Source: an optimization exercise on an open RTL-to-GDS flow (aim: small area, a short achievable clock period and few clock cycles). Production flows keep margins and buffers that such runs may drop. Function was checked by simulation only, so behaviour that the tests miss may differ from the original. Power figures rest on the tool's default switching activity, not on a simulated workload.

==> flow/design.v <==
module bcu (
    input  wire        clk,
    input  wire        rst,
    input  wire        cmd_valid,
    output wire        cmd_ready,
    input  wire [15:0] cmd_cw,
    input  wire [63:0] cmd_opnd,
    input  wire [7:0]  cmd_paylen,
    input  wire        pay_valid,
    output wire        pay_ready,
    input  wire [7:0]  pay_data,
    output reg         dout_valid,
    output wire [7:0]  dout_data,
    output reg         rsp_valid,
    output reg  [2:0]  rsp_status,
    output wire [63:0] rsp_res,
    output wire [63:0] rsp_need,
    output wire [63:0] rsp_have
);
    localparam [2:0] ST_OK    = 3'd0;
    localparam [2:0] ST_INSUF = 3'd1;
    localparam [2:0] ST_MALF  = 3'd2;
    localparam [2:0] ST_INVAL = 3'd3;
    localparam [2:0] ST_CAP   = 3'd5;
    reg st_idle;     
    reg st_exec;     
    reg st_pay;      
    reg st_out;      
    reg st_vw;       
    reg st_v2;       
    reg st_p1;       
    reg st_wr;       
    reg [511:0] mb;              
    reg [6:0]   len;
    reg [6:0]   off;
    reg [3:0]   x_typ;           
    reg         x_le, x_sgn;
    reg         x_fget, x_vget;  
    reg         x_raw, x_rem, x_buf;     
    reg         x_con;           
    reg         x_inv, x_cap;    
    reg [6:0]   x_len;           
    reg [63:0]  r;               
    reg [6:0]   ptr;             
    reg [8:0]   wa;              
    reg [63:0]  e;               
    reg [7:0]   hx;              
    reg [7:0]   cnt;
    reg         werr;            
    reg [63:0]  win;             
    reg         nb;              
    reg [6:0]   have;
    reg         ovl_o, ovl_b;    
    reg         stale;           
    assign cmd_ready = st_idle;
    assign pay_ready = st_pay;
    assign dout_data = win[7:0];
    assign rsp_res   = nb ? 64'd0 : r;
    assign rsp_need  = nb ? r : 64'd0;
    assign rsp_have  = {57'd0, have};
    wire [6:0] rem  = len - off;
    wire       take = st_idle & cmd_valid;
    wire [2:0] rrow = ptr[5:3];
    wire [2:0] rcol = ptr[2:0];
    reg  [63:0] bank_rd;
    integer b, q, i;
    always @(*) begin
        for (b = 0; b < 8; b = b + 1) begin : rd
            reg [2:0]  row;
            reg [63:0] col;
            row = rrow + ((b < rcol) ? 3'd1 : 3'd0);
            for (q = 0; q < 8; q = q + 1)
                col[8*q +: 8] = mb[8*(8*q + b) +: 8];
            bank_rd[8*b +: 8] = col[8*row +: 8];
        end
    end
    wire [127:0] bank_rd2 = {bank_rd, bank_rd};
    wire [63:0]  window   = bank_rd2[8*rcol +: 64];
    wire [7:0] c     = cmd_cw[7:0];
    wire       c_ok  = (cmd_cw[15:8] == 8'd0);
    wire [3:0] c_typ = c[6:3];
    wire       c_le  = c[2];
    wire       c_sgn = c[1];
    wire       c_w64 = c[3];
    reg c_fget, c_fput, c_vget, c_vput;
    always @(*) begin
        c_fget = 1'b0;
        c_fput = 1'b0;
        c_vget = 1'b0;
        c_vput = 1'b0;
        if (c_ok) begin
            case (c)
                8'h00, 8'h08,
                8'h10, 8'h12, 8'h14, 8'h16,
                8'h18, 8'h1C,
                8'h20, 8'h22, 8'h24, 8'h26,
                8'h28, 8'h2A, 8'h2C, 8'h2E,
                8'h30, 8'h34,
                8'h38, 8'h3C:                  c_fget = 1'b1;
                8'h80, 8'h88,
                8'h90, 8'h94, 8'h98, 8'h9C,
                8'hA0, 8'hA4, 8'hA8, 8'hAC,
                8'hB0, 8'hB4, 8'hB8, 8'hBC:    c_fput = 1'b1;
                8'h40, 8'h42, 8'h48, 8'h4A:    c_vget = 1'b1;
                8'hC0, 8'hC2, 8'hC8, 8'hCA:    c_vput = 1'b1;
                default: ;
            endcase
        end
    end
    wire c_getraw    = c_ok & (c == 8'h50);
    wire c_putraw    = c_ok & (c == 8'hD0);
    wire c_getrem    = c_ok & (c == 8'h58);
    wire c_construct = c_ok & (c == 8'h78);
    wire c_rewind    = c_ok & (c == 8'h79);
    wire c_setoff    = c_ok & (c == 8'h7A);
    wire c_getoff    = c_ok & (c == 8'h7B);
    wire c_getbuf    = c_ok & (c == 8'h7C);
    wire c_feof      = c_ok & (c == 8'h7D);
    function [3:0] width(input [3:0] t);
        case (t)
            4'd0, 4'd1: width = 4'd1;
            4'd2:       width = 4'd2;
            4'd3:       width = 4'd3;
            4'd4, 4'd6: width = 4'd4;
            default:    width = 4'd8;
        endcase
    endfunction
    wire [3:0] c_n = width(c_typ);
    wire [63:0] op = cmd_opnd;
    wire [63:0] u  = c_w64 ? (c_sgn ? ((op << 1) ^ {64{op[63]}}) : op)
                           : {32'd0, (c_sgn ? ((op[31:0] << 1) ^ {32{op[31]}}) : op[31:0])};
    reg  [9:0]  nz;              
    reg  [63:0] venc;
    reg  [3:0]  vlen;
    always @(*) begin
        nz[0] = 1'b1;
        for (i = 1; i < 10; i = i + 1)
            nz[i] = |(u >> (7 * i));
        for (i = 0; i < 8; i = i + 1)
            venc[8*i +: 8] = {nz[i+1], u[7*i +: 7]};
        vlen = 4'd1;
        for (i = 1; i < 10; i = i + 1)
            if (nz[i]) vlen = i + 1;
    end
    wire [63:0] v = (c_typ == 4'd1) ? {63'd0, (op != 64'd0)} : op;
    reg  [63:0] fenc;
    always @(*) begin
        for (i = 0; i < 8; i = i + 1) begin : fe
            reg [2:0] k;
            k = c_le ? i[2:0] : (c_n[2:0] - 3'd1 - i[2:0]);
            fenc[8*i +: 8] = v[8*k +: 8];
        end
    end
    reg [9:0] lge;               
    always @(*)
        for (i = 0; i < 10; i = i + 1)
            lge[i] = ({1'b0, len} >= 8'd64 - i);
    wire cap_f = ({1'b0, len} + {4'd0, c_n} > 8'd64);
    wire cap_v = |(nz & lge);
    wire [7:0] w0 = win[7:0],   w1 = win[15:8],  w2 = win[23:16], w3 = win[31:24];
    wire [7:0] w4 = win[39:32], w5 = win[47:40], w6 = win[55:48], w7 = win[63:56];
    wire [3:0] x_n = width(x_typ);
    reg [63:0] fget_res;
    always @(*) begin
        case (x_n)
            4'd1: fget_res = (x_typ == 4'd1) ? {63'd0, (w0 != 8'd0)} : {56'd0, w0};
            4'd2: begin
                fget_res[15:0]  = x_le ? {w1, w0} : {w0, w1};
                fget_res[63:16] = {48{x_sgn & fget_res[15]}};
            end
            4'd3: fget_res = {40'd0, (x_le ? {w2, w1, w0} : {w0, w1, w2})};
            4'd4: begin
                fget_res[31:0]  = x_le ? {w3, w2, w1, w0} : {w0, w1, w2, w3};
                fget_res[63:32] = {32{x_sgn & fget_res[31]}};
            end
            default: fget_res = x_le ? win : {w0, w1, w2, w3, w4, w5, w6, w7};
        endcase
    end
    wire       x_w64 = x_typ[0];     
    reg  [8:0] pc;                   
    reg  [7:0] term;                 
    reg [55:0] vacc;
    always @(*) begin
        pc[0] = 1'b1;
        for (i = 0; i < 8; i = i + 1)
            pc[i+1] = pc[i] & win[8*i+7];
        for (i = 0; i < 8; i = i + 1) begin
            term[i] = pc[i] & ~win[8*i+7] & (rem > i);
            vacc[7*i +: 7] = pc[i] ? win[8*i +: 7] : 7'd0;
        end
    end
    wire       v_ok   = x_w64 ? (|term[7:0]) : (|term[4:0]);
    wire       v_more = x_w64 & pc[8] & (rem > 7'd8);
    reg  [3:0] v_n;
    always @(*) begin
        v_n = 4'd0;
        for (i = 7; i >= 0; i = i - 1)
            if (term[i]) v_n = i + 1;
    end
    wire        t8     = ~w0[7];
    wire        t9     = w0[7] & ~w1[7] & (rem > 7'd9);
    wire [63:0] acc2   = {(t9 & w1[0]), w0[6:0], r[55:0]};
    wire [63:0] vsrc   = st_v2 ? acc2 : {8'd0, vacc};
    wire [31:0] vz32   = (vsrc[31:0] >> 1) ^ {32{vsrc[0]}};
    wire [63:0] vz64   = (vsrc >> 1) ^ {64{vsrc[0]}};
    wire [63:0] vget_res = x_w64 ? (x_sgn ? vz64 : vsrc)
                                 : (x_sgn ? {{32{vz32[31]}}, vz32} : {32'd0, vsrc[31:0]});
    reg [63:0] put_bank;         
    always @(*) begin
        for (b = 0; b < 8; b = b + 1) begin : wr
            reg [2:0] k;
            k = b[2:0] - wa[2:0];
            put_bank[8*b +: 8] = st_pay ? pay_data : e[8*k +: 8];
        end
    end
    wire wact = (wa[8:6] == 3'd0) & (st_pay ? ~werr : st_wr);
    reg  [63:0] wen;
    always @(*) begin
        for (b = 0; b < 8; b = b + 1) begin : we
            reg [2:0] row;
            reg       wrap;
            row  = wa[5:3] + ((b < wa[2:0]) ? 3'd1 : 3'd0);
            wrap = (b < wa[2:0]) && (wa[5:3] == 3'd7);
            for (q = 0; q < 8; q = q + 1)
                wen[8*q + b] = wact && (row == q) &&
                               (st_pay ? (wa[2:0] == b) : !wrap);
        end
    end
    always @(posedge clk) begin
        for (b = 0; b < 8; b = b + 1)
            for (q = 0; q < 8; q = q + 1)
                if (wen[8*q + b])
                    mb[8*(8*q + b) +: 8] <= put_bank[8*b +: 8];
    end
    wire fast_buf = take & c_getbuf & (len != 7'd0) & ~(st_wr & ovl_b);
    always @(posedge clk)
        win <= fast_buf ? mb[63:0] : window;
    task automatic respond(input [2:0] st, input [63:0] res);
        begin
            rsp_valid  <= 1'b1;
            rsp_status <= st;
            r          <= res;
            nb         <= 1'b0;
            have       <= 7'd0;
        end
    endtask
    task automatic insuf(input [63:0] need);
        begin
            rsp_valid  <= 1'b1;
            rsp_status <= ST_INSUF;
            r          <= need;
            nb         <= 1'b1;
            have       <= rem;
        end
    endtask
    task automatic stream(input [6:0] n, input [6:0] p1, input is_buf);
        begin
            dout_valid <= 1'b1;
            rsp_status <= ST_OK;
            nb         <= 1'b0;
            have       <= 7'd0;
            cnt        <= {1'b0, n} - 8'd1;
            x_buf      <= is_buf;
            ptr        <= p1;
            if (n == 7'd1) begin
                rsp_valid <= 1'b1;
                st_idle   <= 1'b1;
                if (is_buf)
                    ptr <= off;
                else
                    off <= p1;
            end else begin
                st_idle <= 1'b0;
                st_out  <= 1'b1;
            end
        end
    endtask
    always @(posedge clk) begin
        if (rst) begin
            st_idle    <= 1'b1;
            st_exec    <= 1'b0;
            st_pay     <= 1'b0;
            st_out     <= 1'b0;
            st_vw      <= 1'b0;
            st_v2      <= 1'b0;
            st_p1      <= 1'b0;
            st_wr      <= 1'b0;
            len        <= 7'd0;
            off        <= 7'd0;
            ptr        <= 7'd0;
            rsp_valid  <= 1'b0;
            dout_valid <= 1'b0;
        end else begin
            rsp_valid  <= 1'b0;
            dout_valid <= 1'b0;
            st_wr      <= 1'b0;
            if (take) begin
                x_typ  <= c_typ;
                x_le   <= c_le;
                x_sgn  <= c_sgn;
                x_fget <= c_fget;
                x_vget <= c_vget;
                x_raw  <= 1'b0;
                x_rem  <= 1'b0;
                x_buf  <= 1'b0;
                x_con  <= c[3];
                stale  <= st_wr & ovl_o & (c_fget | c_vget);
                if (c_fput || c_vput) begin
                    st_wr <= 1'b1;
                    wa    <= {2'd0, len};
                    e     <= c_vput ? venc : fenc;
                    hx    <= u[63:56];
                    ovl_o <= (rem < 7'd8);
                    ovl_b <= (len < 7'd8);
                    if (c_fput ? cap_f : cap_v)
                        respond(ST_CAP, 64'd0);
                    else if (c_fput) begin
                        len <= len + {3'd0, c_n};
                        respond(ST_OK, {60'd0, c_n});
                    end else begin
                        len <= len + {3'd0, vlen};
                        if (vlen > 4'd8) begin
                            rsp_status <= ST_OK;
                            r          <= {60'd0, vlen};
                            nb         <= 1'b0;
                            have       <= 7'd0;
                            st_idle    <= 1'b0;
                            st_p1      <= 1'b1;
                        end else
                            respond(ST_OK, {60'd0, vlen});
                    end
                end else if (c_fget || c_vget) begin
                    st_idle <= 1'b0;
                    st_exec <= 1'b1;
                end else if (c_getraw) begin
                    if (op[63])
                        respond(ST_INVAL, 64'd0);
                    else if (op == 64'd0)
                        respond(ST_OK, 64'd0);
                    else if (op > {57'd0, rem})
                        insuf(op);
                    else begin
                        r <= op;
                        if (st_wr & ovl_o) begin
                            x_raw   <= 1'b1;
                            st_idle <= 1'b0;
                            st_exec <= 1'b1;
                        end else
                            stream(op[6:0], off + 7'd1, 1'b0);
                    end
                end else if (c_getrem) begin
                    if (rem == 7'd0)
                        insuf(64'd1);
                    else begin
                        r <= {57'd0, rem};
                        if (st_wr & ovl_o) begin
                            x_rem   <= 1'b1;
                            st_idle <= 1'b0;
                            st_exec <= 1'b1;
                        end else
                            stream(rem, off + 7'd1, 1'b0);
                    end
                end else if (c_getbuf) begin
                    if (len == 7'd0)
                        respond(ST_OK, 64'd0);
                    else begin
                        r <= {57'd0, len};
                        if (st_wr & ovl_b) begin
                            x_buf   <= 1'b1;
                            ptr     <= 7'd0;
                            st_idle <= 1'b0;
                            st_exec <= 1'b1;
                        end else
                            stream(len, 7'd1, 1'b1);
                    end
                end else if ((c_putraw || c_construct) && cmd_paylen != 8'd0) begin
                    st_idle <= 1'b0;
                    st_pay  <= 1'b1;
                    cnt     <= cmd_paylen;
                    wa      <= c_construct ? 9'd0 : {2'd0, len};
                    r       <= c_construct ? op : {56'd0, cmd_paylen};
                    x_inv   <= (op > {56'd0, cmd_paylen});
                    x_cap   <= c_construct ? (cmd_paylen > 8'd64)
                                           : ({2'd0, len} + {1'b0, cmd_paylen} > 9'd64);
                    x_len   <= c_construct ? cmd_paylen[6:0] : (len + cmd_paylen[6:0]);
                    werr    <= c_construct & ((op > {56'd0, cmd_paylen}) || (cmd_paylen > 8'd64));
                end else if (c_putraw) begin
                    respond(ST_OK, 64'd0);                   
                end else if (c_construct) begin             
                    if (op != 64'd0)
                        respond(ST_INVAL, 64'd0);
                    else begin
                        len <= 7'd0;
                        off <= 7'd0;
                        ptr <= 7'd0;
                        respond(ST_OK, 64'd0);
                    end
                end else if (c_rewind) begin
                    off <= 7'd0;
                    ptr <= 7'd0;
                    respond(ST_OK, 64'd0);
                end else if (c_setoff) begin
                    if (op > {57'd0, len})
                        respond(ST_INVAL, 64'd0);
                    else begin
                        off <= op[6:0];
                        ptr <= op[6:0];
                        respond(ST_OK, 64'd0);
                    end
                end else if (c_getoff) begin
                    respond(ST_OK, {57'd0, off});
                end else if (c_feof) begin
                    respond(ST_OK, {63'd0, (rem == 7'd0)});
                end else begin
                    respond(ST_INVAL, 64'd0);
                end
            end
            if (st_exec) begin
                if (stale) begin
                    stale <= 1'b0;                           
                end else begin
                    st_exec <= 1'b0;
                    st_idle <= 1'b1;
                    if (x_fget) begin
                        if (rem < {3'd0, x_n})
                            insuf({60'd0, x_n});
                        else begin
                            off <= off + {3'd0, x_n};
                            ptr <= off + {3'd0, x_n};
                            respond(ST_OK, fget_res);
                        end
                    end else if (x_vget) begin
                        if (v_ok) begin
                            off <= off + {3'd0, v_n};
                            ptr <= off + {3'd0, v_n};
                            respond(ST_OK, vget_res);
                        end else if (v_more) begin
                            r       <= {8'd0, vacc};
                            ptr     <= off + 7'd8;
                            st_idle <= 1'b0;
                            st_vw   <= 1'b1;
                        end else
                            respond(ST_MALF, 64'd0);
                    end else if (x_raw) begin
                        stream(r[6:0], off + 7'd1, 1'b0);
                    end else if (x_rem) begin
                        stream(rem, off + 7'd1, 1'b0);
                    end else begin
                        stream(len, 7'd1, 1'b1);
                    end
                end
            end
            if (st_out) begin
                dout_valid <= 1'b1;
                ptr        <= ptr + 7'd1;
                cnt        <= cnt - 8'd1;
                if (cnt == 8'd1) begin
                    st_out    <= 1'b0;
                    st_idle   <= 1'b1;
                    rsp_valid <= 1'b1;
                    if (x_buf)
                        ptr <= off;
                    else
                        off <= ptr + 7'd1;
                end
            end
            if (st_vw) begin
                st_vw <= 1'b0;
                st_v2 <= 1'b1;
            end
            if (st_v2) begin
                st_v2   <= 1'b0;
                st_idle <= 1'b1;
                if (t8 | t9) begin
                    off <= off + (t8 ? 7'd9 : 7'd10);
                    ptr <= off + (t8 ? 7'd9 : 7'd10);
                    respond(ST_OK, vget_res);
                end else begin
                    ptr <= off;
                    respond(ST_MALF, 64'd0);
                end
            end
            if (st_p1) begin
                st_p1     <= 1'b0;
                st_wr     <= 1'b1;
                wa        <= wa + 9'd8;
                e         <= {48'd0, 7'd0, hx[7], hx[7], hx[6:0]};
                st_idle   <= 1'b1;
                rsp_valid <= 1'b1;
            end
            if (st_pay && pay_valid) begin
                wa  <= wa + 9'd1;
                cnt <= cnt - 8'd1;
                if (cnt == 8'd1) begin
                    st_pay  <= 1'b0;
                    st_idle <= 1'b1;
                    if (x_con ? x_inv : 1'b0)
                        respond(ST_INVAL, 64'd0);
                    else if (x_cap)
                        respond(ST_CAP, 64'd0);
                    else begin
                        len <= x_len;
                        if (x_con) begin
                            off <= r[6:0];
                            ptr <= r[6:0];
                            respond(ST_OK, 64'd0);
                        end else
                            respond(ST_OK, r);
                    end
                end
            end
        end
    end
endmodule
==> flow/run.sh <==
#!/bin/bash
# synth_recipe.tcl (not shown) runs the flow's synth.tcl, then flattens the netlist and writes it again
# the make line also repeats each setting of config.mk as NAME=value (left out here)
make -C /OpenROAD-flow-scripts/flow DESIGN_CONFIG=/design/flow/config.mk WORK_HOME=/design/flow/orfs CLKGATE_MAP_FILE= SYNTH_SCRIPT=/design/flow/synth_recipe.tcl finish
==> flow/config.mk <==
export PLATFORM = sky130hd
export DESIGN_NAME = bcu
export DESIGN_NICKNAME = bcu
export VERILOG_FILES = /design/flow/design.v
export SDC_FILE = /design/flow/constraint.sdc
export NUM_CORES = 4
export LEC_CHECK = 0
export CAP_MARGIN = 20
export CORE_MARGIN = 2
export CORE_UTILIZATION = 40
export SETUP_SLACK_MARGIN = 5
export SLEW_MARGIN = 20
==> flow/constraint.sdc <==
create_clock -name core_clock -period 10.0 [get_ports {clk}]
set_input_delay 2.0000 -clock core_clock [delete_from_list [all_inputs] [get_ports {clk}]]
set_output_delay 2.0000 -clock core_clock [all_outputs]
set_load 0.01 [all_outputs]
==> results of run 1 <==
==> metal layers <==
metal	GRT usage, %	up-vias	part of all wire (%)
li1	-	22132	-
met1	48.8	26164	39
met2	49.4	4458	40
met3	12.4	828	16
met4	16.0	8	5.6
met5	0	-	0.019
==> synth_stat cells, types with 20 or more instances <==
master | instances | area, sq um
edfxtp_1 | 700 | 21000
nand2_1 | 601 | 2260
a21oi_1 | 482 | 2410
nor2_1 | 459 | 1720
o21ai_0 | 404 | 2020
clkbuf_1 | 397 | 1490
mux4_2 | 240 | 5410
mux2i_1 | 233 | 2330
a22oi_1 | 141 | 1060
xnor2_1 | 131 | 1150
nor2b_1 | 129 | 807
nor3_1 | 123 | 616
a211oi_1 | 121 | 908
ha_1 | 119 | 1490
dfxtp_1 | 95 | 1900
inv_1 | 91 | 342
and2_1 | 90 | 563
nand3_1 | 86 | 430
buf_4 | 79 | 593
buf_1 | 73 | 274
and3_1 | 70 | 438
o22ai_1 | 67 | 419
a21o_1 | 55 | 413
mux2_2 | 51 | 574
nor4_1 | 50 | 313
a31oi_1 | 46 | 288
a221oi_1 | 43 | 377
xor2_1 | 42 | 368
o21a_1 | 38 | 285
nand2b_1 | 33 | 206
nand4_1 | 32 | 200
o211ai_1 | 27 | 203
buf_2 | 25 | 125
or3_1 | 23 | 144
a31o_2 | 22 | 193
o221ai_1 | 21 | 184
a221o_1 | 20 | 200
o311ai_0 | 20 | 175
==> registers in the layout (all words and copies together), names as in the netlist, 3 cells and up <==
register / flops
len: 7
wa: 9
x_typ: 4
mb: 512
r: 64
cnt: 8
off: 7
x_len: 7
e: 64
have: 7
rsp_status: 3
win: 64
ptr: 7
hx: 8
==> area by class of cell <==
type,instances,area (sq um),share of cell area (%)
Antenna cell,11,27.5,0.0411
Clock buffer,110,2410,3.59
Clock inverter,55,737,1.10
Inverter,99,408,0.608
Multi-Input combinational cell,4332,32200,48.0
Sequential cell,795,22900,34.2
Tap cell,1876,2350,3.50
Timing Repair Buffer,628,5990,8.94
==> where the power goes <==
group / leakage, nW / internal [W] / switching, W / total, W
clock: 1.52 / 0.00205 / 0.00152 / 0.00357
combinational: 14.7 / 0.000418 / 0.000689 / 0.00111
sequential: 7.21 / 0.00361 / 0.0000506 / 0.00366
==> timing repair <==
item / in CTS / in global routing
cloned: 3 / 11
setup endpoints to repair: 358 / 152
pin swaps: 30 / 81
buffers inserted: 54 / 94
gates resized for setup: 175 / 228
==> per-stage QoR <==
step | setup WS, ns | utilization (%) | total power, W | cells
4_1_cts | 4.89 | 46.6 | 0.00822 | 7788
2_1_floorplan | 4.66 | - | 0.00426 | 5804
5_1_grt | 4.94 | 48.0 | 0.00852 | 7895
6_report | 4.94 | 48.0 | 0.00833 | 7906
3_5_place_dp | 2.85 | 43.5 | 0.00466 | 7566
3_3_place_gp | 2.82 | 43.5 | 0.00466 | 7566
==> path summary, 6_finish.rpt <==
| kind | from | endpoint | slack [ns] | cells past startpoint |
|---|---|---|---|---|
| worst min register to register | st_vw$_SDFF_PP0_ | st_vw$_SDFF_PP0_ | 0.42 | 1 |
| worst min-delay path | st_vw$_SDFF_PP0_ | st_vw$_SDFF_PP0_ | 0.42 | 1 |
| worst max register to register | len[1]$_SDFF_PP0_ | off[4]$_SDFF_PP0_ | 5.05 | 20 |
| worst max-delay path | cmd_opnd[0] | off[5]$_SDFF_PP0_ | 4.94 | 15 |
==> cells by family after synthesis <==
family                   synth area share, %
other                                0.00665
flip-flops                              40.7
multiplexers                            14.8
AND/OR/NAND/NOR                         14.9
AO/OA/AOI/OAI                           18.9
adder cells (fa/ha/maj)                 2.89
buffers and inverters                   5.19
XOR/XNOR                                2.69
==> run summary, run 1 <==
Yosys cell types=between 100 and 150; cell area after layout=67000 sq um; TNS Setup=0 ns; clock latency (worst-skew pair)=around 0.74 ns; # port buffers=249; Pleak=23.4 nW; share of cells above drive strength 1=18.7%; Via Count=53590; critical path cell sequence=clkdlybuf4s50_1 > buf_8 > clkinvlp_4 > ha_1 > nand2_1 > nor3_1 > a21oi_2 > a2111oi_4 > buf_4 > o2111ai_4 > a21oi_2 > o221ai_2 > a211o_1 > a221o_1 > o2bb2ai_1; Req. time, crit path=roughly 11 ns; PwrDens=124 nW/um^2; most frequent CP cell=a21oi_2; hpwl dp=191000 microns; CP Data Arrival Time=5.66 ns; Final min period=5.06 ns; post-synthesis instance total=5748; max_cap viols=0; clk_skew=0.0492 ns; final layout net count=6172; clk sinks=between 700 and 800; FF+latch count, synth=795; first-pass GRT wire length=between 300000 and 400000 microns; Max Slew Vio Count=0; die footprint=144000 sq um; hold_buf cts=0; Die H=379 microns; pin slew with the least headroom to its limit=1.28 ns; syn_area_per_cell=approximately 10 sq um; vias in the first global route=48045; Ys Warns=1; WS Path Type=primary input to flip-flop; RSZ-0062 raised after global routing=true; largest net degree at the start of global routing=115; CTS tree=done; final hold slack=~0.42 ns; Root Buffer=clkbuf_16; wirelength, routed=266000 microns; initial antenna violation count=16; drt pass-1 iters=9; slowest cell delay on critical path=0.49 ns; Reg clk slew, reported paths=approximately 0.060 ns; Starting Density=approximately two fifths; synth-to-layout area growth=18.9%; Die W=379 microns; Async SR Flop Fraction=0%; Clock Tree Buf Depth=3; # rows=around 140; Crit Path Max Fanout=10; commonest non-fill, non-tap cell in the layout=edfxtp_1; Routed Antenna Nets=0; startpoint types=primary input; post-route DRC violation count=0; routability cong.=1.09; filler instances=12882; Post-Syn Area=56400 sq um; most frequent cells in the layout=edfxtp_1, nand2_1, a21oi_1; slowest stage cell, crit path=clkdlybuf4s50_1; status=no timing/DRC/antenna violations; Tcrit/Tclk final=50.6%; Slew HR=14.7%; Worst Hold Class=flip-flop to flip-flop; final-report hold violation count=0; global route overflow=0; vias per cell=about 6.8; most common flop cell mapped by yosys=edfxtp_1; Worst Setup End Kind=flip-flop; # IOs=between 300 and 400; WP buf/inv=4; part of the Yosys area used for sequential elements=approximately 40%; Starting DRT DRC Count=10018; Global Route Usage Sum=between 30% and 40%; CP delay by family, top=compound AO/OA/AOI/OAI gates; final setup fails=0; Post-synth EDFFs=700; CORE AREA=140000 sq um; fmax=0.198 GHz; Area after DPL=60800 sq um; CTS buffer count=90; worst IR drop on VDD=147 uV; Routed WL per cell=33.7 microns; # H-tree levels=3
Testbench counts, summed over its fixed seeds: cycles 63,520.
==> run 2: changes to the inputs <==
--- a/flow/design.v
+++ b/flow/design.v
@@ -30,5 +30,4 @@
     reg st_v2;       
     reg st_p1;       
-    reg st_wr;       
     reg [511:0] mb;              
     reg [6:0]   len;
@@ -37,5 +36,5 @@
     reg         x_le, x_sgn;
     reg         x_fget, x_vget;  
-    reg         x_raw, x_rem, x_buf;     
+    reg         x_buf;           
     reg         x_con;           
     reg         x_inv, x_cap;    
@@ -43,6 +42,5 @@
     reg [63:0]  r;               
     reg [6:0]   ptr;             
-    reg [8:0]   wa;              
-    reg [63:0]  e;               
+    reg [8:0]   wp;              
     reg [7:0]   hx;              
     reg [7:0]   cnt;
@@ -51,6 +49,4 @@
     reg         nb;              
     reg [6:0]   have;
-    reg         ovl_o, ovl_b;    
-    reg         stale;           
     assign cmd_ready = st_idle;
     assign pay_ready = st_pay;
@@ -144,12 +140,4 @@
     end
     wire [63:0] v = (c_typ == 4'd1) ? {63'd0, (op != 64'd0)} : op;
-    reg  [63:0] fenc;
-    always @(*) begin
-        for (i = 0; i < 8; i = i + 1) begin : fe
-            reg [2:0] k;
-            k = c_le ? i[2:0] : (c_n[2:0] - 3'd1 - i[2:0]);
-            fenc[8*i +: 8] = v[8*k +: 8];
-        end
-    end
     reg [9:0] lge;               
     always @(*)
@@ -206,13 +194,22 @@
     wire [63:0] vget_res = x_w64 ? (x_sgn ? vz64 : vsrc)
                                  : (x_sgn ? {{32{vz32[31]}}, vz32} : {32'd0, vsrc[31:0]});
-    reg [63:0] put_bank;         
+    wire [63:0] wsrc = st_p1 ? {48'd0, 7'd0, hx[7], hx[7], hx[6:0]}
+                             : (c_vput ? venc : v);
+    wire [5:0]  wa   = (st_pay | st_p1) ? wp[5:0] : len[5:0];
+    wire        w_be = ~st_p1 & ~c_vput & ~c_le;
+    wire [2:0]  w_nm1 = c_n[2:0] - 3'd1;
+    reg [63:0] put_bank;
     always @(*) begin
         for (b = 0; b < 8; b = b + 1) begin : wr
             reg [2:0] k;
-            k = b[2:0] - wa[2:0];
-            put_bank[8*b +: 8] = st_pay ? pay_data : e[8*k +: 8];
+            if (w_be)
+                k = w_nm1 + wa[2:0] - b[2:0];
+            else
+                k = b[2:0] - wa[2:0];
+            put_bank[8*b +: 8] = st_pay ? pay_data : wsrc[8*k +: 8];
         end
     end
-    wire wact = (wa[8:6] == 3'd0) & (st_pay ? ~werr : st_wr);
+    wire wact = (st_pay | st_p1) ? (~(werr & st_pay) & (wp[8:6] == 3'd0))
+                                 : (take & (c_fput | c_vput) & ~len[6]);
     reg  [63:0] wen;
     always @(*) begin
@@ -233,5 +230,5 @@
                     mb[8*(8*q + b) +: 8] <= put_bank[8*b +: 8];
     end
-    wire fast_buf = take & c_getbuf & (len != 7'd0) & ~(st_wr & ovl_b);
+    wire fast_buf = take & c_getbuf & (len != 7'd0);
     always @(posedge clk)
         win <= fast_buf ? mb[63:0] : window;
@@ -285,5 +282,4 @@
             st_v2      <= 1'b0;
             st_p1      <= 1'b0;
-            st_wr      <= 1'b0;
             len        <= 7'd0;
             off        <= 7'd0;
@@ -294,5 +290,4 @@
             rsp_valid  <= 1'b0;
             dout_valid <= 1'b0;
-            st_wr      <= 1'b0;
             if (take) begin
                 x_typ  <= c_typ;
@@ -301,16 +296,9 @@
                 x_fget <= c_fget;
                 x_vget <= c_vget;
-                x_raw  <= 1'b0;
-                x_rem  <= 1'b0;
                 x_buf  <= 1'b0;
                 x_con  <= c[3];
-                stale  <= st_wr & ovl_o & (c_fget | c_vget);
                 if (c_fput || c_vput) begin
-                    st_wr <= 1'b1;
-                    wa    <= {2'd0, len};
-                    e     <= c_vput ? venc : fenc;
+                    wp    <= {2'd0, len} + 9'd8;
                     hx    <= u[63:56];
-                    ovl_o <= (rem < 7'd8);
-                    ovl_b <= (len < 7'd8);
                     if (c_fput ? cap_f : cap_v)
                         respond(ST_CAP, 64'd0);
@@ -342,10 +330,5 @@
                     else begin
                         r <= op;
-                        if (st_wr & ovl_o) begin
-                            x_raw   <= 1'b1;
-                            st_idle <= 1'b0;
-                            st_exec <= 1'b1;
-                        end else
-                            stream(op[6:0], off + 7'd1, 1'b0);
+                        stream(op[6:0], off + 7'd1, 1'b0);
                     end
                 end else if (c_getrem) begin
@@ -354,10 +337,5 @@
                     else begin
                         r <= {57'd0, rem};
-                        if (st_wr & ovl_o) begin
-                            x_rem   <= 1'b1;
-                            st_idle <= 1'b0;
-                            st_exec <= 1'b1;
-                        end else
-                            stream(rem, off + 7'd1, 1'b0);
+                        stream(rem, off + 7'd1, 1'b0);
                     end
                 end else if (c_getbuf) begin
@@ -366,11 +344,5 @@
                     else begin
                         r <= {57'd0, len};
-                        if (st_wr & ovl_b) begin
-                            x_buf   <= 1'b1;
-                            ptr     <= 7'd0;
-                            st_idle <= 1'b0;
-                            st_exec <= 1'b1;
-                        end else
-                            stream(len, 7'd1, 1'b1);
+                        stream(len, 7'd1, 1'b1);
                     end
                 end else if ((c_putraw || c_construct) && cmd_paylen != 8'd0) begin
@@ -378,5 +350,5 @@
                     st_pay  <= 1'b1;
                     cnt     <= cmd_paylen;
-                    wa      <= c_construct ? 9'd0 : {2'd0, len};
+                    wp      <= c_construct ? 9'd0 : {2'd0, len};
                     r       <= c_construct ? op : {56'd0, cmd_paylen};
                     x_inv   <= (op > {56'd0, cmd_paylen});
@@ -417,7 +389,5 @@
             end
             if (st_exec) begin
-                if (stale) begin
-                    stale <= 1'b0;                           
-                end else begin
+                begin
                     st_exec <= 1'b0;
                     st_idle <= 1'b1;
@@ -442,10 +412,4 @@
                         end else
                             respond(ST_MALF, 64'd0);
-                    end else if (x_raw) begin
-                        stream(r[6:0], off + 7'd1, 1'b0);
-                    end else if (x_rem) begin
-                        stream(rem, off + 7'd1, 1'b0);
-                    end else begin
-                        stream(len, 7'd1, 1'b1);
                     end
                 end
@@ -483,12 +447,9 @@
             if (st_p1) begin
                 st_p1     <= 1'b0;
-                st_wr     <= 1'b1;
-                wa        <= wa + 9'd8;
-                e         <= {48'd0, 7'd0, hx[7], hx[7], hx[6:0]};
                 st_idle   <= 1'b1;
                 rsp_valid <= 1'b1;
             end
             if (st_pay && pay_valid) begin
-                wa  <= wa + 9'd1;
+                wp  <= wp + 9'd1;
                 cnt <= cnt - 8'd1;
                 if (cnt == 8'd1) begin
--- a/flow/config.mk
+++ b/flow/config.mk
@@ -8,5 +8,5 @@
 export CAP_MARGIN = 20
 export CORE_MARGIN = 2
-export CORE_UTILIZATION = 40
+export CORE_UTILIZATION = 60
 export SETUP_SLACK_MARGIN = 5
 export SLEW_MARGIN = 20
==> run summary, run 2 <==
CTS tree=done; hold_buf cts=0; first-pass GRT wire length=~320000 microns; final setup fails=0; met1 global-route usage=61.1%; vias in the first global route=between 40000 and 50000; area share of the largest cell type after synthesis=a little under two fifths; Worst Hold Class=flip-flop to flip-flop; Via Count=49113; # port buffers=249; most used routing layer=met2; CP delay by family, top=simple AND/OR/NAND/NOR gates; Slew HR=14.3%; RSZ-0062 raised after global routing=true; critical path cell sequence=dlygate4sd2_1 > and4_1 > nor3_1 > a211oi_4 > o211ai_4 > or3_4 > o21ai_2 > a22o_1 > ha_2 > buf_6 > inv_4 > fa_2 > nor2b_1 > o21ai_1 > nand2b_1 > nand3_2 > o31ai_1 > nand4_1 > o21ai_1 > nor3_1; Async SR Flop Fraction=0%; # H-tree levels=3; Hold Crit Start=st_vw$_SDFF_PP0_; clk sinks=~730; vias per cell=7.47; initial antenna violation count=20; slowest stage cell, crit path=dlygate4sd2_1; most frequent cells in the layout=edfxtp_1, nand2_1, o21ai_0; final layout net count=5588; WP buf/inv=3; final-report hold violation count=0; hold path cells=1; Crit Path Max Fanout=8; Yosys cell types=117; reg2reg path depth=18; pin slew with the least headroom to its limit=1.27 ns; RR Endpoint=r[0]$_DFFE_PP_; Post-Syn Area=51200 sq um; Routed Antenna Nets=0; Starting Density=roughly three fifths; Max Slew Vio Count=0; leading area contributor after synthesis=edfxtp_1; clk_skew=0.0566 ns; filler instances=between 6000 and 7000; CTS buffer count=77; Clock Tree Buf Depth=3; syn_area_per_cell=9.94 sq um; Largest register FFs=512; max_cap viols=0; logic gate share of total power=between 20% and 30%; Worst Setup End Kind=flip-flop; post-synthesis instance total=about 5200; PwrDens=134 nW/um^2; Root Buffer=clkbuf_16; Ys Warns=1; most common flop cell mapped by yosys=edfxtp_1; wirelength, routed=approximately 230000 microns; # IOs=307; Reg clk slew, reported paths=0.07 ns; startpoint types=primary input; routability cong.=between 1 and 1.5; Psw=around 0.0025 W; TNS Setup=0 ns; Post-synth EDFFs=631; Seq pwr share=43.0%; clock latency (worst-skew pair)=0.68 ns; Starting DRT DRC Count=just over 9000; Area after DPL=54300 sq um; CORE AREA=84900 sq um; global route overflow=0; Req. time, crit path=10.54 ns; Global Route Usage Sum=between 50 and 60%; met3 Track Usage GR=19.8%; commonest non-fill, non-tap cell in the layout=edfxtp_1; largest register by flop count=mb; part of the Yosys area used for sequential elements=40.7%; hold endpoint=st_vw$_SDFF_PP0_; die footprint=87700 sq um; Final min period=between 5 and 6 ns; CP Data Arrival Time=just under 6 ns; post-route DRC violation count=0; count leader, synth=edfxtp_1; hpwl dp=roughly 150000 microns; largest registers=mb: 512 flops, r: 64 flops, win: 64 flops; most frequent cells after synthesis=edfxtp_1, nand2_1, o21ai_0, nor2_1, clkbuf_1; worst reg-to-reg setup slack=4.91 ns; worst IR drop on VDD=between 150 and 200 uV; Routed WL per cell=between 30 and 40 microns; Pleak=21.4 nW; worst reg2reg path startpoint=len[0]$_SDFF_PP0_; cell area after layout=61200 sq um; final core utilization=72.1%; fraction of power consumed by the clock network=36.9%; fmax=~0.19 GHz; # rows=roughly 110; WS Path Type=primary input to flip-flop; sw frac=between 30 and 40%; Internal=0.00571 W; drt pass-1 iters=13; largest net degree at the start of global routing=130; Tcrit/Tclk final=a little over half; Die W=296 microns; Tot Pwr=0.00820 W; share of cells above drive strength 1=21.4%; synth-to-layout area growth=19.5%; status=no timing/DRC/antenna violations; Synth area leaders=edfxtp_1, mux4_2, mux2i_1; slowest cell delay on critical path=roughly 0.73 ns; GR Util met2=70.7%; FF+latch count, synth=725; Die H=296 microns
==> run 2: changes by cell type after synthesis, moves of 35 or more <==
cell      before  now
a21oi_1      482  291
nor2_1       459  339
clkbuf_1     397  301
a22oi_1      141   70
edfxtp_1     700  631
nand3_1       86  147
nand2_1      601  541
o21ai_0      404  348
mux4_2       240  192
o221ai_1      21   60
a22o_1        13   49
a31oi_1       46   81
==> run 2: kinds of logic after synthesis <==
family / after synthesis / synth area share [%]
AOI/OAI and AO/OA: 1447 / 18.5
xor gates and xnor gates: 184 / 3.18
adders and majority gates: 132 / 3.32
buffers and inverters: 606 / 5.17
DFF: 725 / 40.7
muxes: 459 / 13.9
other: 1 / 0.00732
and+or+nand+nor: 1599 / 15.2
==> run 2: per-stage QoR <==
stage	worst slack [ns]	instances	hold WS (ns)
2_1_floorplan	4.50	5209	0.390
3_3_place_gp	2.67	6220	0.402
3_5_place_dp	2.59	6220	0.410
4_1_cts	4.78	6464	0.419
5_1_grt	4.49	6566	0.440
6_report	4.75	6575	0.419
==> run 2: worst max path at each step <==
stage / start / end / slack (ns) / depth (start not counted)
final: cmd_opnd[56] / len[6]$_SDFF_PP0_ / 4.75 / 20
after global routing: cmd_opnd[51] / len[6]$_SDFF_PP0_ / 4.49 / 20
after CTS: cmd_cw[13] / r[20]$_DFFE_PP_ / 4.78 / 13
after detailed placement: cmd_cw[2] / mb[311]$_DFFE_PP_ / 2.59 / 12
after global placement: cmd_cw[2] / mb[119]$_DFFE_PP_ / 2.67 / 12
after floorplan: cmd_opnd[59] / len[6]$_SDFF_PP0_ / 4.50 / 19
==> run 2: cell type report <==
class / instances / area [sq um] / area share, %
Multi-Input combinational cell: 3881 / 30100 / 49.2
Sequential cell: 725 / 20900 / 34.1
Timing Repair Buffer: 567 / 5700 / 9.32
Clock buffer: 96 / 2030 / 3.32
Tap cell: 1144 / 1430 / 2.34
Clock inverter: 47 / 627 / 1.02
Inverter: 105 / 420 / 0.687
Antenna cell: 9 / 22.5 / 0.0368
Timing Repair inverter: 1 / 5.00 / 0.00818
==> run 2: timing repair <==
action,CTS,global route
endpoints found under the setup margin,1220,996
setup buffers,90,92
cloned,11,8
pin swaps,67,82
gates resized for setup,475,202
==> run 2: per-layer routing <==
metal,wire (microns),vias up
met3,36800,1341
li1,-,19936
met5,264,-
met2,92000,4570
met4,26200,24
met1,73600,23242
==> run 2: power groups by stage <==
stage	logic (W)	registers, W	clock network [W]
detailed placement	0.00129	0.00358	0
CTS	0.00142	0.00351	0.00300
floorplan	0.000826	0.00352	0
finish	0.00165	0.00353	0.00302
global route	0.00169	0.00352	0.00312
global placement	0.00128	0.00358	0
==> run 2: worst reg2reg max path, stage by stage, from the launching register on <==
cell and delay [ns]:
dfxtp_1 0.32, inv_2 0.13, ha_2 0.20, inv_1 0.05, fa_2 0.38, a211oi_2 0.29
buf_4 0.16, o21bai_1 0.08, a21oi_2 0.25, xor2_4 0.18, buf_4 0.19, a2111oi_2 0.65
o21ai_1 0.46, o21ai_2 0.24, buf_4 0.39, nor2_1 0.09, buf_4 0.24, a21oi_1 0.33
o21ai_1 0.14
Testbench counts of run 2, summed over its fixed seeds: cycles 63,484.
==> run 3: changes to the inputs <==
--- a/flow/design.v
+++ b/flow/design.v
@@ -24,8 +24,6 @@
     localparam [2:0] ST_CAP   = 3'd5;
     reg st_idle;     
-    reg st_exec;     
     reg st_pay;      
     reg st_out;      
-    reg st_vw;       
     reg st_v2;       
     reg st_p1;       
@@ -33,7 +31,5 @@
     reg [6:0]   len;
     reg [6:0]   off;
-    reg [3:0]   x_typ;           
-    reg         x_le, x_sgn;
-    reg         x_fget, x_vget;  
+    reg         x_sgn;           
     reg         x_buf;           
     reg         x_con;           
@@ -46,10 +42,10 @@
     reg [7:0]   cnt;
     reg         werr;            
-    reg [63:0]  win;             
+    reg [7:0]   dq;              
     reg         nb;              
     reg [6:0]   have;
     assign cmd_ready = st_idle;
     assign pay_ready = st_pay;
-    assign dout_data = win[7:0];
+    assign dout_data = dq;
     assign rsp_res   = nb ? 64'd0 : r;
     assign rsp_need  = nb ? r : 64'd0;
@@ -85,5 +81,5 @@
         c_vget = 1'b0;
         c_vput = 1'b0;
-        if (c_ok) begin
+        begin
             case (c)
                 8'h00, 8'h08,
@@ -104,13 +100,13 @@
         end
     end
-    wire c_getraw    = c_ok & (c == 8'h50);
-    wire c_putraw    = c_ok & (c == 8'hD0);
-    wire c_getrem    = c_ok & (c == 8'h58);
-    wire c_construct = c_ok & (c == 8'h78);
-    wire c_rewind    = c_ok & (c == 8'h79);
-    wire c_setoff    = c_ok & (c == 8'h7A);
-    wire c_getoff    = c_ok & (c == 8'h7B);
-    wire c_getbuf    = c_ok & (c == 8'h7C);
-    wire c_feof      = c_ok & (c == 8'h7D);
+    wire c_getraw    = (c == 8'h50);
+    wire c_putraw    = (c == 8'hD0);
+    wire c_getrem    = (c == 8'h58);
+    wire c_construct = (c == 8'h78);
+    wire c_rewind    = (c == 8'h79);
+    wire c_setoff    = (c == 8'h7A);
+    wire c_getoff    = (c == 8'h7B);
+    wire c_getbuf    = (c == 8'h7C);
+    wire c_feof      = (c == 8'h7D);
     function [3:0] width(input [3:0] t);
         case (t)
@@ -146,24 +142,25 @@
     wire cap_f = ({1'b0, len} + {4'd0, c_n} > 8'd64);
     wire cap_v = |(nz & lge);
+    wire [63:0] win = window;
     wire [7:0] w0 = win[7:0],   w1 = win[15:8],  w2 = win[23:16], w3 = win[31:24];
     wire [7:0] w4 = win[39:32], w5 = win[47:40], w6 = win[55:48], w7 = win[63:56];
-    wire [3:0] x_n = width(x_typ);
     reg [63:0] fget_res;
     always @(*) begin
-        case (x_n)
-            4'd1: fget_res = (x_typ == 4'd1) ? {63'd0, (w0 != 8'd0)} : {56'd0, w0};
+        case (c_n)
+            4'd1: fget_res = (c_typ == 4'd1) ? {63'd0, (w0 != 8'd0)} : {56'd0, w0};
             4'd2: begin
-                fget_res[15:0]  = x_le ? {w1, w0} : {w0, w1};
-                fget_res[63:16] = {48{x_sgn & fget_res[15]}};
+                fget_res[15:0]  = c_le ? {w1, w0} : {w0, w1};
+                fget_res[63:16] = {48{c_sgn & fget_res[15]}};
             end
-            4'd3: fget_res = {40'd0, (x_le ? {w2, w1, w0} : {w0, w1, w2})};
+            4'd3: fget_res = {40'd0, (c_le ? {w2, w1, w0} : {w0, w1, w2})};
             4'd4: begin
-                fget_res[31:0]  = x_le ? {w3, w2, w1, w0} : {w0, w1, w2, w3};
-                fget_res[63:32] = {32{x_sgn & fget_res[31]}};
+                fget_res[31:0]  = c_le ? {w3, w2, w1, w0} : {w0, w1, w2, w3};
+                fget_res[63:32] = {32{c_sgn & fget_res[31]}};
             end
-            default: fget_res = x_le ? win : {w0, w1, w2, w3, w4, w5, w6, w7};
+            default: fget_res = c_le ? win : {w0, w1, w2, w3, w4, w5, w6, w7};
         endcase
     end
-    wire       x_w64 = x_typ[0];     
+    wire       x_w64 = st_v2 | c_w64;    
+    wire       v_sgn = st_v2 ? x_sgn : c_sgn;
     reg  [8:0] pc;                   
     reg  [7:0] term;                 
@@ -180,9 +177,9 @@
     wire       v_ok   = x_w64 ? (|term[7:0]) : (|term[4:0]);
     wire       v_more = x_w64 & pc[8] & (rem > 7'd8);
-    reg  [3:0] v_n;
+    reg  [6:0] v_off;
     always @(*) begin
-        v_n = 4'd0;
-        for (i = 7; i >= 0; i = i - 1)
-            if (term[i]) v_n = i + 1;
+        v_off = 7'd0;
+        for (i = 0; i < 8; i = i + 1)
+            v_off = v_off | ({7{term[i]}} & (off + i + 1));
     end
     wire        t8     = ~w0[7];
@@ -192,6 +189,6 @@
     wire [31:0] vz32   = (vsrc[31:0] >> 1) ^ {32{vsrc[0]}};
     wire [63:0] vz64   = (vsrc >> 1) ^ {64{vsrc[0]}};
-    wire [63:0] vget_res = x_w64 ? (x_sgn ? vz64 : vsrc)
-                                 : (x_sgn ? {{32{vz32[31]}}, vz32} : {32'd0, vsrc[31:0]});
+    wire [63:0] vget_res = x_w64 ? (v_sgn ? vz64 : vsrc)
+                                 : (v_sgn ? {{32{vz32[31]}}, vz32} : {32'd0, vsrc[31:0]});
     wire [63:0] wsrc = st_p1 ? {48'd0, 7'd0, hx[7], hx[7], hx[6:0]}
                              : (c_vput ? venc : v);
@@ -232,5 +229,5 @@
     wire fast_buf = take & c_getbuf & (len != 7'd0);
     always @(posedge clk)
-        win <= fast_buf ? mb[63:0] : window;
+        dq <= fast_buf ? mb[7:0] : window[7:0];
     task automatic respond(input [2:0] st, input [63:0] res);
         begin
@@ -276,8 +273,6 @@
         if (rst) begin
             st_idle    <= 1'b1;
-            st_exec    <= 1'b0;
             st_pay     <= 1'b0;
             st_out     <= 1'b0;
-            st_vw      <= 1'b0;
             st_v2      <= 1'b0;
             st_p1      <= 1'b0;
@@ -291,12 +286,10 @@
             dout_valid <= 1'b0;
             if (take) begin
-                x_typ  <= c_typ;
-                x_le   <= c_le;
                 x_sgn  <= c_sgn;
-                x_fget <= c_fget;
-                x_vget <= c_vget;
                 x_buf  <= 1'b0;
                 x_con  <= c[3];
-                if (c_fput || c_vput) begin
+                if (!c_ok) begin
+                    respond(ST_INVAL, 64'd0);
+                end else if (c_fput || c_vput) begin
                     wp    <= {2'd0, len} + 9'd8;
                     hx    <= u[63:56];
@@ -318,7 +311,24 @@
                             respond(ST_OK, {60'd0, vlen});
                     end
-                end else if (c_fget || c_vget) begin
-                    st_idle <= 1'b0;
-                    st_exec <= 1'b1;
+                end else if (c_fget) begin
+                    if (rem < {3'd0, c_n})
+                        insuf({60'd0, c_n});
+                    else begin
+                        off <= off + {3'd0, c_n};
+                        ptr <= off + {3'd0, c_n};
+                        respond(ST_OK, fget_res);
+                    end
+                end else if (c_vget) begin
+                    if (v_ok) begin
+                        off <= v_off;
+                        ptr <= v_off;
+                        respond(ST_OK, vget_res);
+                    end else if (v_more) begin
+                        r       <= {8'd0, vacc};
+                        ptr     <= off + 7'd8;
+                        st_idle <= 1'b0;
+                        st_v2   <= 1'b1;
+                    end else
+                        respond(ST_MALF, 64'd0);
                 end else if (c_getraw) begin
                     if (op[63])
@@ -388,31 +398,4 @@
                 end
             end
-            if (st_exec) begin
-                begin
-                    st_exec <= 1'b0;
-                    st_idle <= 1'b1;
-                    if (x_fget) begin
-                        if (rem < {3'd0, x_n})
-                            insuf({60'd0, x_n});
-                        else begin
-                            off <= off + {3'd0, x_n};
-                            ptr <= off + {3'd0, x_n};
-                            respond(ST_OK, fget_res);
-                        end
-                    end else if (x_vget) begin
-                        if (v_ok) begin
-                            off <= off + {3'd0, v_n};
-                            ptr <= off + {3'd0, v_n};
-                            respond(ST_OK, vget_res);
-                        end else if (v_more) begin
-                            r       <= {8'd0, vacc};
-                            ptr     <= off + 7'd8;
-                            st_idle <= 1'b0;
-                            st_vw   <= 1'b1;
-                        end else
-                            respond(ST_MALF, 64'd0);
-                    end
-                end
-            end
             if (st_out) begin
                 dout_valid <= 1'b1;
@@ -429,8 +412,4 @@
                 end
             end
-            if (st_vw) begin
-                st_vw <= 1'b0;
-                st_v2 <= 1'b1;
-            end
             if (st_v2) begin
                 st_v2   <= 1'b0;
==> run summary, run 3 <==
drt pass-1 iters=14; clock latency (worst-skew pair)=0.74 ns; # rows=104; met1 global-route usage=63.8%; routability cong.=1.12; placed cell count=roughly 6000; Ys Warns=1; status=failed layout checks; Pleak=21.3 nW; TNS Setup=0 ns; leading area contributor after synthesis=edfxtp_1; largest net degree at the start of global routing=130; share of cells above drive strength 1=23.5%; GR Util met2=approximately three quarters; wirelength, routed=242000 microns; post-synthesis instance total=around 5000; die footprint=83200 sq um; Routed Antenna Nets=0; Tcrit/Tclk final=55.1%; most frequent cells after synthesis=edfxtp_1, nor2_1, a21oi_1, nand2_1, clkbuf_1; Internal=0.00508 W; syn_area_per_cell=9.77 sq um; Tot Pwr=~0.0073 W; fraction of power consumed by the clock network=37.9%; Clock Tree Buf Depth=3; largest registers=mb: 512 flops, r: 64 flops, wp: 9 flops; Post-synth EDFFs=625; Worst Setup End Kind=flip-flop; most common flop cell mapped by yosys=edfxtp_1; FF+latch count, synth=661; worst IR drop on VDD=213 uV; Crit Path Max Fanout=8; # port buffers=around 250; Routed WL per cell=37.7 microns; final non-filler cell total=6412; most frequent cells in the layout=edfxtp_1, nor2_1, a21oi_1; hold path cells=2; hpwl dp=151000 microns; Post-Syn Area=48500 sq um; commonest non-fill, non-tap cell in the layout=edfxtp_1; CP Data Arrival Time=5.77 ns; Starting Density=approximately three fifths; # H-tree levels=3; fmax=0.182 GHz; startpoint types=flip-flop; Synth area leaders=edfxtp_1, mux4_2, mux2i_1; CTS buffer count=70; part of the Yosys area used for sequential elements=roughly two fifths; final setup fails=0; Slew HR=-9.89%; Via Count=50122; pin slew with the least headroom to its limit=1.64 ns; reg2reg path depth=8; CTS tree=done; Reg clk slew, reported paths=0.06 ns; most used routing layer=met2; Die W=288 microns; sw frac=30.3%; Seq pwr share=43.8%; Die H=~290 microns; Max Slew Vio Count=9; Starting DRT DRC Count=10810; area share of the largest cell type after synthesis=38.7%; logic gate share of total power=18.4%; Req. time, crit path=10.26 ns; # IOs=~300; hold_buf cts=0; clk sinks=between 600 and 700; post-route DRC violation count=0; Async SR Flop Fraction=0%; CORE AREA=80300 sq um; vias per cell=7.82; largest register by flop count=mb; WS Path Type=flip-flop to flip-flop; Yosys cell types=105; vias in the first global route=44490; PwrDens=122 nW/um^2; post-route worst setup slack=4.49 ns; Final min period=around 5.5 ns; clk_skew=0.114 ns; Root Buffer=clkbuf_16; max_cap viols=1; worst reg-to-reg setup slack=~4.5 ns; layout check faults=max-capacitance violations, max-slew violations; final layout net count=5515; count leader, synth=edfxtp_1; RSZ-0062 raised after global routing=true; met3 Track Usage GR=24.2%; Largest register FFs=512; Worst Hold Class=flip-flop to flip-flop; Global Route Usage Sum=between 50% and 60%; global route overflow=0; synth-to-layout area growth=22.9%; Psw=0.00221 W; first-pass GRT wire length=319000 microns; initial antenna violation count=20; dpl ws=2.58 ns; final-report hold violation count=0
## run 3: final timing paths
check / start / endpoint
max: st_pay$_SDFF_PP0_ / mb[329]$_DFFE_PP_
min: x_len[3]$_DFFE_PP_ / len[3]$_SDFF_PP0_
max reg2reg: st_pay$_SDFF_PP0_ / mb[329]$_DFFE_PP_
min reg2reg: x_len[3]$_DFFE_PP_ / len[3]$_SDFF_PP0_
## run 3: power groups by stage
stage	Sequential, W	Clock, W	Combinational (W)
global route	0.00319	0.00281	0.00134
detailed placement	0.00325	0	0.00103
finish	0.00319	0.00276	0.00134
floorplan	0.00323	0	0.000635
CTS	0.00319	0.00264	0.00112
global placement	0.00324	0	0.00102
## run 3: per-layer routing
metal	vias up	routed length (microns)
met5	-	611
met4	34	28300
met3	1969	43800
met2	5705	94700
met1	23060	74300
li1	19354	-
## run 3: stage by stage
| step | hold WS (ns) | instance area, sq um | utilization [%] |
|---|---|---|---|
| 2_1_floorplan | 0.471 | 49400 | - |
| 3_3_place_gp | 0.492 | 52200 | 65.0 |
| 3_5_place_dp | 0.501 | 52200 | 65.0 |
| 4_1_cts | 0.513 | 57200 | 71.2 |
| 5_1_grt | 0.526 | 59600 | 74.2 |
| 6_report | 0.492 | 59600 | 74.2 |
## run 3: cells by family after synthesis
logic type      after synthesis  synth area share, %
xor+xnor                    196                 3.74
flops                       661                 40.2
compound gates             1427                 19.1
mux                         513                 14.3
fa+ha+maj                   134                 3.54
other cells                   1              0.00773
buf+inv                     559                 4.95
simple gates               1473                 14.2
## run 3: area by class of cell
type                       count  area [sq um]
timing repair buffer         644          6490
multi-input combinational   3803         29500
clock buffer                  86          1830
tap                         1060          1330
clock inverter                41           439
antenna                       15          37.5
inverter                     102           444
sequential                   661         19500
fill                        5289         20700
## run 3: what timing repair did
item / in CTS / in global routing
setup endpoints to repair: 1155 / 1036
pin swaps: 49 / 67
endpoints found under the hold margin: 0 / 0
buffers inserted: 109 / 117
gates resized for setup: 493 / 253
gates cloned: 12 / 11
## run 3: worst max-delay path: stages (launching register included)
cell and delay (ns):
dfxtp_1 0.31, nor2_1 0.68, mux2i_1 0.92, nor2_1 0.36, nand2_1 0.25, nor2_1 0.06
o21ai_0 1.04, nand2_1 0.45, nor2_1 1.00
Testbench counts of run 3, summed over its fixed seeds: cycles 57,881.
==> run 4: changes to the inputs <==
--- a/flow/config.mk
+++ b/flow/config.mk
@@ -6,7 +6,7 @@
 export NUM_CORES = 4
 export LEC_CHECK = 0
-export CAP_MARGIN = 20
+export CAP_MARGIN = 50
 export CORE_MARGIN = 2
-export CORE_UTILIZATION = 60
+export CORE_UTILIZATION = 40
 export SETUP_SLACK_MARGIN = 5
-export SLEW_MARGIN = 20
+export SLEW_MARGIN = 50
==> run summary, run 4 <==
Slew HR=approximately two fifths; startpoint types=primary input; Tcrit/Tclk final=51.9%; largest register by flop count=mb; Via Count=between 40000 and 50000; dpl ws=2.70 ns; most common flop cell mapped by yosys=edfxtp_1; worst reg2reg path startpoint=ptr[2]$_SDFF_PP0_; count leader, synth=edfxtp_1; first-pass GRT wire length=320000 microns; hold path cells=1; hold endpoint=dq[1]$_DFF_P_; WS Path Type=primary input to flip-flop; XOR/XNOR Fraction of Synth Area=between 3 and 4%; Starting DRT DRC Count=8228; largest registers=mb: 512 flops, r: 64 flops, wp: 9 flops; Worst Hold Class=flip-flop to flip-flop; Yosys cell types=between 100 and 150; wirelength, routed=234000 microns; most frequent cells in the layout=edfxtp_1, nor2_1, a21oi_1; CTS buffer count=74; # rows=127; slowest stage cell, crit path=o31ai_4; largest net degree at the start of global routing=129; Reg clk slew, reported paths=about 0.060 ns; Hold Crit Start=mb[1]$_DFFE_PP_; main combinational cell family by area after synthesis=compound AO/OA/AOI/OAI gates; final layout net count=about 5500; vias per cell=around 6.7; initial antenna violation count=16; pin slew with the least headroom to its limit=0.900 ns; most frequent cells after synthesis=edfxtp_1, nor2_1, a21oi_1, nand2_1, clkbuf_1; max_cap viols=0; # port buffers=roughly 250; Ys Warns=1; synth-to-layout area growth=25.7%; CTS tree=done; hpwl dp=165000 microns; CP delay by family, top=compound AO/OA/AOI/OAI gates; CORE AREA=120000 sq um; Die W=352 microns; post-route worst setup slack=4.81 ns; clk_skew=0.0420 ns; routability cong.=1.06; Final min period=5.19 ns; Global Route Usage Sum=roughly 36%; # H-tree levels=3; final hold slack=0.537 ns; Routed Antenna Nets=0; part of the Yosys area used for sequential elements=about two fifths; Post-synth EDFFs=625; Worst Setup End Kind=flip-flop; commonest non-fill, non-tap cell in the layout=edfxtp_1; post-route DRC violation count=0; Root Buffer=clkbuf_16; worst IR drop on VDD=123 uV; placed cell count=approximately 6600; post-synthesis instance total=4964; worst reg-to-reg setup slack=4.99 ns; leading area contributor after synthesis=edfxtp_1; vias in the first global route=42081; area share of the largest cell type after synthesis=38.7%; final non-filler cell total=6957; global route overflow=0; Post-Syn Area=48500 sq um; fmax=0.193 GHz; Req. time, crit path=10.55 ns; status=no timing/DRC/antenna violations; clock latency (worst-skew pair)=approximately 0.7 ns; die footprint=124000 sq um; PwrDens=~120 nW/um^2; Routed WL per cell=33.6 microns; drt pass-1 iters=11; Starting Density=40.4%; Clock Tree Buf Depth=3; hold_buf cts=0; Die H=352 microns; filler instances=10827; share of cells above drive strength 1=around a quarter; final-report hold violation count=0; reg2reg path depth=22; TNS Setup=0 ns; Largest register FFs=512; # IOs=approximately 310; final setup fails=0; FF+latch count, synth=roughly 660; Crit Path Max Fanout=22; RSZ-0062 raised after global routing=true; critical path cell sequence=buf_16 > buf_16 > nor3b_2 > o21ai_0 > a222oi_1 > buf_4 > o2111ai_4 > nor4_4 > buf_4 > nand2b_4 > a31oi_2 > o31ai_4 > ha_2 > inv_2 > fa_2 > nor2b_1 > o21a_1 > o21a_1 > a21oi_1 > nor4_1 > nor4_1; Pleak=21.4 nW; WP buf/inv=5; post-synthesis compound-gate area fraction=19.1%; slowest cell delay on critical path=0.35 ns; Async SR Flop Fraction=0%; syn_area_per_cell=just under 10 sq um; clk sinks=~660; mux contribution to synthesized area=14.3%; Synth area leaders=edfxtp_1, mux4_2, mux2i_1; adder-cell area share of the yosys netlist=under 10%; Post-Synth Simple-Gate Area=14.2%; Max Slew Vio Count=0; RR Endpoint=r[7]$_DFFE_PP_; CP Data Arrival Time=5.74 ns
-- run 4: cell counts after synthesis --
No cell type changed its count.
-- run 4: what timing repair did --
action	4_1_cts	5_1_grt
pin swaps	64	84
buffers inserted	119	95
setup endpoints to repair	1153	806
cloned	9	10
resized for setup	479	288
-- run 4: layer usage --
layer  share of wire, %  vias to the layer above  GRT usage [%]
li1                   -                    19357              -
met1                 37                    22532           46.6
met2                 42                     3764           51.9
met3                 14                      899           11.2
met4                7.5                       14           20.2
met5              0.050                        -          0.308
-- run 4: logic make-up after synthesis --
logic type	count (synthesis)
flops	661
mux	513
fa+ha+maj	134
xor+xnor	196
other cells	1
compound gates	1427
buf+inv	559
simple gates	1473
-- run 4: power by group --
group          switching, W  internal, W  leakage [nW]
clock               0.00122      0.00153          1.15
sequential        0.0000287      0.00316          6.04
combinational      0.000821     0.000459          14.2
-- run 4: cell type report --
cell class	count	area (sq um)	share of cell area, %
multi-input cells	3802	30200	49.4
clock inverters	37	360	0.591
well taps	1612	2020	3.31
flip-flops and latches	661	19500	32.0
diodes	4	10.0	0.0164
inverters	102	459	0.753
repair buffers	642	6460	10.6
clock buffers	97	2010	3.30
-- run 4: worst max-delay path by stage --
stage / slack (ns) / from / cells after the start / to
6_report: 4.81 / cmd_cw[1] / 21 / len[6]$_SDFF_PP0_
5_1_grt: 4.78 / cmd_opnd[14] / 19 / len[5]$_SDFF_PP0_
3_5_place_dp: 2.70 / cmd_opnd[62] / 20 / len[5]$_SDFF_PP0_
4_1_cts: 4.89 / cmd_cw[7] / 10 / mb[360]$_DFFE_PP_
2_1_floorplan: 4.40 / cmd_opnd[14] / 17 / len[5]$_SDFF_PP0_
3_3_place_gp: 2.65 / cmd_opnd[31] / 16 / r[51]$_DFFE_PP_
-- run 4: stage by stage --
step	power, W	util, %	instance area, sq um
floorplan	0.00387	-	49400
global placement	0.00429	44.2	53000
detailed placement	0.00431	44.7	53700
CTS	0.00711	48.9	58800
global route	0.00738	50.8	61000
finish	0.00722	50.8	61000

==> re-timing with driven ports <==
No port has a modelled driver above. Below, the same layouts with a new extraction and two added sets of constraints. Step 1 sets driving cells, clkbuf_16 on the clock port and buf_2 on the other inputs (assumed; they add their load-dependent delay and slew). Step 2 moves the port delays by t, midway between the first and last clock arrival at a register: inputs arrive t later, outputs are due t later. That takes back most of the time a late clock gives input paths. Three values: no drivers, after step 1, after step 2; two values: the first two.
run	shift t [ns]	setup slack, ns	hold slack, ns	worst setup path at the end	clock arrival spread, ns
run 1	0.794	4.937 / 4.922 / 4.128	0.423 / 0.423 / 0.423	input to register	0.050 / 0.050
run 2	0.728	4.746 / 4.661 / 3.933	0.419 / 0.419 / 0.419	input to register	0.057 / 0.057
run 3	0.765	4.492 / 4.492 / 3.787	0.492 / 0.492 / 0.492	input to register	0.115 / 0.115
run 4	0.744	4.810 / 4.626 / 3.883	0.537 / 0.537 / 0.537	input to register	0.042 / 0.043
The setup slack of run 4, which loses most, moves by -0.184 ns with the drivers and by -0.927 ns with both steps.
